Context: an optimization exercise on an open-source flow, tuned for small area, a short achievable clock period and few clock cycles. The choices shown serve that exercise and are no tape-out recipe. At most, simulation tests tie the RTL to the original design; equivalence was not proved.

==> inputs of 01-25 <==
==> flow/design.v <==
module montpow32 (
    input  wire        clk,
    input  wire        rst,       
    input  wire        start,     
    input  wire [1:0]  variant,
    input  wire [31:0] n,
    input  wire [31:0] ninv,
    input  wire [31:0] rmodn,
    input  wire [31:0] base,
    input  wire [31:0] exp,
    output wire        ready,
    output reg         done,
    output wire [31:0] result
);
    localparam integer K  = 4;
    localparam integer NC = 32 / K;
    localparam integer CW = (NC > 16) ? 5 : (NC > 8) ? 4 : (NC > 4) ? 3 : (NC > 2) ? 2 : 1;
    localparam [1:0] S_IDLE = 2'd0,
                     S_MUL  = 2'd1,    
                     S_SQ   = 2'd2,    
                     S_FIN  = 2'd3;    
    reg [1:0]    state;
    reg [CW-1:0] cnt;
    reg          pendm;     
    reg          pendc;     
    reg          fin_cp;    
    reg          ready_q;
    reg          fin_mul;   
    reg          first;     
    reg          qany;      
    reg [1:0]  var_q;
    reg [31:0] n_q;
    reg [31:0] res_q;
    reg [31:0] base_q;
    reg [31:0] k_q;
    reg [32:0] s_q;
    reg [32:0] c_q;
    reg           init;      
    reg  [K-1:0]  xd;        
    reg           q0;        
    wire [31:0]   xw   = (state == S_SQ) ? base_q : res_q;
    wire [CW-1:0] cnt1 = cnt + 1'b1;
    wire [K-1:0]  xd_cont = xw[cnt1*K +: K];    
    wire [32:0] ss [0:K];
    wire [32:0] cc [0:K];
    wire [K-1:0] qv;
    wire [K:0]   qc;    
    assign qc[0] = 1'b0;
    assign ss[0] = init ? 33'd0 : s_q;
    assign cc[0] = init ? 33'd0 : c_q;
    genvar gi;
    generate
        for (gi = 0; gi < K; gi = gi + 1) begin : g_step
            wire [33:0] s0 = {1'b0, ss[gi]};
            wire [33:0] c0 = {1'b0, cc[gi]};
            wire [33:0] a  = xd[gi] ? {2'b00, base_q} : 34'd0;
            wire [33:0] m1;
            wire [33:0] c1 = {m1[32:0], 1'b0};
            wire        q;
            wire [33:0] b  = q ? {2'b00, n_q} : 34'd0;
            wire [33:0] s1, s2, m2;
            genvar gj;
            for (gj = 0; gj < 34; gj = gj + 1) begin : g_fa
                assign {m1[gj], s1[gj]} = {1'b0, s0[gj]} + {1'b0, c0[gj]} + {1'b0, a[gj]};
                assign {m2[gj], s2[gj]} = {1'b0, s1[gj]} + {1'b0, c1[gj]} + {1'b0, b[gj]};
            end
            assign      q  = (gi == 0) ? q0 : qc[gi];
            if (gi + 1 < K) begin : g_qn
                assign qc[gi+1] = (s1[1] ^ m1[0] ^ (xd[gi+1] & base_q[0])) ^ (q & ~n_q[1]);
            end else begin : g_qk
                assign qc[gi+1] = s1[1] ^ m1[0] ^ (q & ~n_q[1]);
            end
            wire [33:0] c2 = {m2[32:0], 1'b0};
            assign qv[gi]    = q;
            assign ss[gi+1]  = s2[33:1];
            assign cc[gi+1]  = c2[33:1];
        end
    endgenerate
    wire [32:0] t  = s_q + c_q;
    wire [33:0] o  = var_q[1] ? (qany ? 34'd0 : {2'b00, n_q}) : ~{2'b00, n_q};
    wire [33:0] u  = {1'b0, t} + o + {33'd0, ~var_q[1]};
    wire        use_u   = var_q[1] | ~u[33];
    wire [31:0] fin_res = use_u ? u[31:0] : t[31:0];
    assign ready  = ready_q;
    assign result = res_q;
    always @(posedge clk) begin
        s_q  <= ss[K];
        c_q  <= cc[K];
        qany <= (init ? 1'b0 : qany) | (|qv);
        init <= 1'b0;
        xd   <= xd_cont;
        q0   <= qc[K] ^ (xd_cont[0] & base_q[0]);
        if (rst) begin
            state   <= S_IDLE;
            ready_q <= 1'b1;
            done    <= 1'b0;
            pendm   <= 1'b0;
            pendc   <= 1'b0;
            cnt     <= {CW{1'b0}};
        end else begin
            done <= 1'b0;
            case (state)
                S_IDLE: begin
                    var_q  <= variant;
                    n_q    <= n;
                    base_q <= base;
                    res_q  <= rmodn;
                    k_q    <= exp;
                    first  <= 1'b1;
                    pendm  <= 1'b0;
                    pendc  <= 1'b0;
                    cnt    <= {CW{1'b0}};
                    init   <= 1'b1;
                    xd     <= (exp[0] & variant[1]) ? rmodn[K-1:0] : base[K-1:0];
                    q0     <= ((exp[0] & variant[1]) ? rmodn[0] : base[0]) & base[0];
                    if (start) begin
                        if (exp == 32'd0) begin
                            done <= 1'b1;
                        end else begin
                            ready_q <= 1'b0;
                            if (exp[0] & variant[1]) begin
                                state <= S_MUL;
                            end else begin
                                if (exp[0]) begin
                                    first <= 1'b0;
                                    pendc <= 1'b1;
                                end
                                if (exp[31:1] != 31'd0) begin
                                    state <= S_SQ;
                                end else begin
                                    state   <= S_FIN;
                                    fin_mul <= 1'b1;
                                    fin_cp  <= 1'b1;
                                end
                            end
                        end
                    end
                end
                S_MUL: begin
                    cnt <= cnt + 1'b1;
                    if (cnt == NC - 1) begin
                        cnt   <= {CW{1'b0}};
                        first <= 1'b0;
                        if (k_q[31:1] != 31'd0) begin
                            state <= S_SQ;
                            pendm <= 1'b1;
                            init  <= 1'b1;
                            xd    <= base_q[K-1:0];
                            q0    <= base_q[0];
                        end else begin
                            state   <= S_FIN;
                            fin_mul <= 1'b1;
                            fin_cp  <= 1'b0;
                        end
                    end
                end
                S_SQ: begin
                    if (pendm | pendc)
                        res_q <= pendc ? base_q : fin_res;
                    pendm <= 1'b0;
                    pendc <= 1'b0;
                    cnt <= cnt + 1'b1;
                    if (cnt == NC - 1) begin
                        cnt     <= {CW{1'b0}};
                        state   <= S_FIN;
                        fin_mul <= 1'b0;
                    end
                end
                S_FIN: begin
                    if (fin_mul) begin
                        res_q   <= fin_cp ? base_q : fin_res;
                        done    <= 1'b1;
                        ready_q <= 1'b1;
                        state   <= S_IDLE;
                    end else begin
                        base_q <= fin_res;
                        k_q    <= {1'b0, k_q[31:1]};
                        if (k_q[1] & ~(first & ~var_q[1])) begin
                            state <= S_MUL;
                            init  <= 1'b1;
                            xd    <= res_q[K-1:0];
                            q0    <= res_q[0] & fin_res[0];
                        end else begin
                            if (k_q[1]) begin
                                res_q <= fin_res;
                                first <= 1'b0;
                            end
                            if (k_q[31:2] != 30'd0) begin
                                state <= S_SQ;
                                init  <= 1'b1;
                                xd    <= fin_res[K-1:0];
                                q0    <= fin_res[0];
                            end else begin
                                done    <= 1'b1;
                                ready_q <= 1'b1;
                                state   <= S_IDLE;
                            end
                        end
                    end
                end
            endcase
        end
    end
endmodule
==> flow/flow/run.sh <==
#!/bin/bash
# Standard ORFS layout, with repair_timing aiming for extra setup slack.
set -euo pipefail
MARGIN=$(cat flow/margin.txt)
bash standard.sh SETUP_SLACK_MARGIN=$MARGIN finish > make_finish.log 2>&1
==> flow/flow/margin.txt <==
10.5
==> flow/standard.sh <==
#!/bin/bash
# synth_recipe.tcl (not shown) runs the flow's synth.tcl, then flattens the netlist and writes it again
# the make line also repeats each setting of config.mk as NAME=value (left out here)
make -C /OpenROAD-flow-scripts/flow DESIGN_CONFIG=/design/flow/config.mk WORK_HOME=/design/flow/orfs CLKGATE_MAP_FILE= SYNTH_SCRIPT=/design/flow/synth_recipe.tcl "${@:-finish}"
==> flow/config.mk <==
export PLATFORM = sky130hd
export DESIGN_NAME = montpow32
export DESIGN_NICKNAME = montpow32
export VERILOG_FILES = /design/flow/design.v
export SDC_FILE = /design/flow/constraint.sdc
export NUM_CORES = 4
export LEC_CHECK = 0
export CAP_MARGIN = 20
export CORE_MARGIN = 2
export CORE_UTILIZATION = 60
export PLACE_DENSITY = 0.7
export SLEW_MARGIN = 20
==> flow/constraint.sdc <==
create_clock -name core_clock -period 15.0 [get_ports {clk}]
set_input_delay 3.0000 -clock core_clock [delete_from_list [all_inputs] [get_ports {clk}]]
set_output_delay 3.0000 -clock core_clock [all_outputs]
set_load 0.01 [all_outputs]
==> 09-03: changes against 01-25 <==
--- a/flow/design.v
+++ b/flow/design.v
@@ -77,7 +77,34 @@
         end
     endgenerate
-    wire [32:0] t  = s_q + c_q;
+    function automatic [33:0] bk_add;
+        input [33:0] x, y;
+        input        ci;
+        reg   [33:0] p, g, pp, gg;
+        reg   [34:0] cy;
+        integer i, d;
+        begin
+            p = x ^ y;
+            g = x & y;
+            gg = g; pp = p;
+            for (d = 1; d < 34; d = d * 2)
+                for (i = 2 * d - 1; i < 34; i = i + 2 * d) begin
+                    gg[i] = gg[i] | (pp[i] & gg[i - d]);
+                    pp[i] = pp[i] & pp[i - d];
+                end
+            for (d = 16; d >= 1; d = d / 2)
+                for (i = 3 * d - 1; i < 34; i = i + 2 * d) begin
+                    gg[i] = gg[i] | (pp[i] & gg[i - d]);
+                    pp[i] = pp[i] & pp[i - d];
+                end
+            cy[0] = ci;
+            for (i = 0; i < 34; i = i + 1)
+                cy[i + 1] = gg[i] | (pp[i] & ci);
+            bk_add = p ^ cy[33:0];
+        end
+    endfunction
+    wire [33:0] tt = bk_add({1'b0, s_q}, {1'b0, c_q}, 1'b0);
+    wire [32:0] t  = tt[32:0];
     wire [33:0] o  = var_q[1] ? (qany ? 34'd0 : {2'b00, n_q}) : ~{2'b00, n_q};
-    wire [33:0] u  = {1'b0, t} + o + {33'd0, ~var_q[1]};
+    wire [33:0] u  = bk_add({1'b0, t}, o, ~var_q[1]);
     wire        use_u   = var_q[1] | ~u[33];
     wire [31:0] fin_res = use_u ? u[31:0] : t[31:0];
==> flow/flow/margin.txt (replaced) <==
10
==> notes <==
- 01-25 ran to the end with no violations. 09-03 passed the timing, DRC and antenna checks.
- Against 09-03, the via count of 01-25 is higher by about 11%.
- Area after synthesis: 09-03 is smaller than 01-25 (about 3.6%).
- Of 01-25 and 09-03, 01-25 has the higher setup slack (gap 0.31 ns).
- Of 01-25 and 09-03, 01-25 has the higher hold slack (gap 0.026 ns).
- Between 09-03 and 01-25, the lower die area is in 09-03 (gap about 3.5%, measured against 01-25).
- Of 09-03 and 01-25, 09-03 has the higher clock-buffer cell count (gap 7).
- Against 01-25, the sequential share of layout area of 09-03 is higher by 1.5 points.
Testbench counts of 01-25, summed over its fixed seeds: cycles 316,342.
Only the layout flow was run in 09-03; the RTL was not checked for function there.

==> static timing again, ports no longer ideal <==
The results above use ideal ports. As a check the final layouts listed here were re-extracted and re-timed, cells and wires unchanged. Step 1: set_driving_cell puts a clkbuf_16 on clk and a buf_2 on each other input, an assumption about the parent block. Step 2 also shifts input and output timing later by t, the mid clock arrival at the registers, as if the neighbouring blocks saw the same clock. a / b / c = ideal / step 1 / step 2; a / b = the first two.
| run | shift t [ns] | setup slack, ns | worst setup path after step 2 | latest minus earliest clock arrival (ns) | worst data-port slew with drivers (ns) |
|---|---|---|---|---|---|
| 01-25 | 0.617 | 9.742 / 9.742 / 9.742 | register to register | 0.016 / 0.016 | 0.06 |
| 09-03 | 0.611 | 9.432 / 9.432 / 9.432 | register to register | 0.019 / 0.018 | 0.10 |
After both steps every run listed still meets setup and hold.
